Context: an optimization exercise on an open-source flow, tuned for a short achievable clock period and few clock cycles. The choices shown serve that exercise and are no tape-out recipe. In this exercise RTL edits were held to simulation tests only and were not proved equivalent to the original. No activity file was given, so power comes from the tool's default toggle rates.

==> flow/design.v (excerpt) <==
module beebc_core (
    input  wire       clk,
    input  wire       rst,         
    output wire [3:0] mem_addr,
    input  wire [7:0] mem_rdata,
    output wire [7:0] mem_wdata,
    output wire       mem_we,
    output wire [7:0] out,
    output wire       out_strobe,
    output wire       halted
);
    reg  [7:0] xir;
    reg        xv;          
    reg  [7:0] bop;         
    reg        bv;          
    reg x_lda, x_alu, x_sub, x_sta, x_ldi, x_out, x_hlt;    
    reg  [7:0] fir;
    reg [15:0] f_oh;        
    reg        fv;          
    reg  [3:0] fpc;
    reg  [3:0] fpc1;        
    reg  [3:0] fpc2;        
    reg [15:0] fpc1_oh;     
    reg        pend;        
    reg        pkind;       
    reg  [7:0] firb;
    reg [15:0] fb_oh;
    reg        fbv;
    reg  [3:0] fpcb;
    reg  [3:0] fpcb1;
    reg  [3:0] fpcb2;
    reg [15:0] fpcb1_oh;
    reg  [7:0] a;
    reg  [7:0] alu;
    reg  [7:0] out_r;
    reg        cf;
    reg        zf;
    reg        halted_r;    
    reg        halted_o;    
    reg        out_valid;   
    reg  [7:0] mc [0:15];
    reg [15:0] mv;
    reg  [3:0] pa;          
    reg        pwe;         
    reg        p_opnd;      
    reg        p_fill;      
  ...
==> flow/config.mk <==
export PLATFORM = sky130hd
export DESIGN_NAME = beebc_core
export DESIGN_NICKNAME = beebc_core
export VERILOG_FILES = /design/flow/design.v
export SDC_FILE = /design/flow/constraint.sdc
export NUM_CORES = 4
export LEC_CHECK = 0
export CAP_MARGIN = 20
export CORE_MARGIN = 2
export CORE_UTILIZATION = 60
export SETUP_SLACK_MARGIN = 2.4
export SLEW_MARGIN = 20
export TNS_END_PERCENT = 100
==> flow/constraint.sdc <==
create_clock -name core_clock -period 5.0 [get_ports {clk}]
set_input_delay 1.0000 -clock core_clock [delete_from_list [all_inputs] [get_ports {clk}]]
set_output_delay 1.0000 -clock core_clock [all_outputs]
set_load 0.01 [all_outputs]
run.sh (not shown) runs the stock make flow with config.mk's settings and CLKGATE_MAP_FILE= SYNTH_SCRIPT=/design/flow/synth_recipe.tcl, a recipe that flattens the netlist after the stock synthesis.
Testbench counts at the start, summed over its fixed seeds: cycles 26,560.
Edit:
- CORE_UTILIZATION: 60 -> 50
- SETUP_SLACK_MARGIN: 2.4 -> 2.6
=>
- critical path depth decreases by 1
- worst setup slack gains 120 ps
- clock-buffer cell count decreases by 4

T:
Another version of the RTL of beebc_core (not shown whole).
For scale: about 1600 cells after synthesis, ~310 flip-flops, about 16000 um^2 of cells after synthesis.
clock: 5.0 ns
lec_check: 0
cap_margin: 20
core_margin: 2
core_utilization: 50
setup_slack_margin: 2.4
slew_margin: 20
tns_end_percent: 100
T has completed all stages; timing, DRC and antenna checks passed.
Testbench counts of T, summed over its fixed seeds: cycles 27,888.
[inputs] R vs T
Settings: a change of SETUP_SLACK_MARGIN from 2.4 to 2.1; a change of CORE_UTILIZATION from 50 to 40.
### Flow results
- The flow did not stop early for R: all stages ran, and the layout cleared the timing, design-rule and antenna checks.
- R: final routed wire length divided by cell count is 0.19 um lower than what T reported.
- Setup slack was higher in T than in R.
- Compared with T, R shows overall power after layout that has gone down by a few percent.
- Between T and R, measured slew at the worst slew-check pin is lower for R, T comes in above that.
- Final wirelength, R vs T: up slightly
- Where worst hold slack is concerned, T is outperformed by R.
- Compared with T, R instantiates a larger number of cells.
- The clock-buffer cell count reported for R is smaller than that of T by 4.
- Taking T as the reference point, the logic gate share of total power of R falls by 5.8 points.

beebc_core, a different RTL version from the one above (not shown whole).
Size in the first run: roughly 33 I/O pins.
make LEC_CHECK=0 CAP_MARGIN=20 CORE_MARGIN=2 CORE_UTILIZATION=40 SETUP_SLACK_MARGIN=2.4 SLEW_MARGIN=20 TNS_END_PERCENT=100 finish   # period 5.0 ns
Testbench counts at the start, summed over its fixed seeds: cycles 27,888.
Rerun with:
--- a/flow/config.mk
+++ b/flow/config.mk
@@ -7,2 +7,3 @@
 export LEC_CHECK = 0
+export ABC_CLOCK_PERIOD_IN_PS = 2000
 export CAP_MARGIN = 20
@@ -10,4 +11,3 @@
 export CORE_UTILIZATION = 40
-export SETUP_SLACK_MARGIN = 2.4
+export SETUP_SLACK_MARGIN = 3.0
 export SLEW_MARGIN = 20
-export TNS_END_PERCENT = 100
After rerunning:
- The changed run finished clean
- maximum frequency grows by a few percent
- cell area rises by about a fifth
- clock power goes up by roughly a tenth
- die area does not change
- worst hold slack got worse by 17 ps
- first-iteration DRC count drops slightly
- global-route usage is higher by 0.48 points
- utilization went up by 8.6 points

re-timing with driven ports:
No port has a modelled driver above. Below, the same layouts with a new extraction and two added sets of constraints. Step 1, drivers: a clkbuf_16 drives clk and a buf_2 each remaining input, both assumed. Step 2 times the ports against the registers' clock, not the clock port: input delays grow and output delays shrink by t, the midpoint of the rising clock arrivals with the driver on. Slacks: ideal ports / drivers / drivers and shift; pairs: ideal ports / drivers.
run | t (ns) | slack for setup (ns) | worst setup path at the end | slew at the worst register clock pin (ns)
the first run of note 1 | 0.577 | 2.104 / 2.104 / 1.556 | input to register | 0.07 / 0.07
the second run of note 1 | 0.619 | 2.229 / 2.229 / 1.664 | input to register | 0.07 / 0.07
T | 0.569 | 2.346 / 2.346 / 2.018 | input to register | 0.06 / 0.06
R | 0.596 | 2.116 / 2.060 / 1.744 | input to register | 0.07 / 0.07
the first run of note 3 | 0.597 | 2.151 / 2.151 / 1.742 | input to register | 0.07 / 0.07
the second run of note 3 | 0.612 | 2.269 / 2.269 / 1.771 | input to register | 0.07 / 0.07
After both steps every run listed still meets setup and hold. The setup slack of the second run of note 1, which loses most, moves by 0.000 ns with the drivers and by -0.565 ns with both steps.
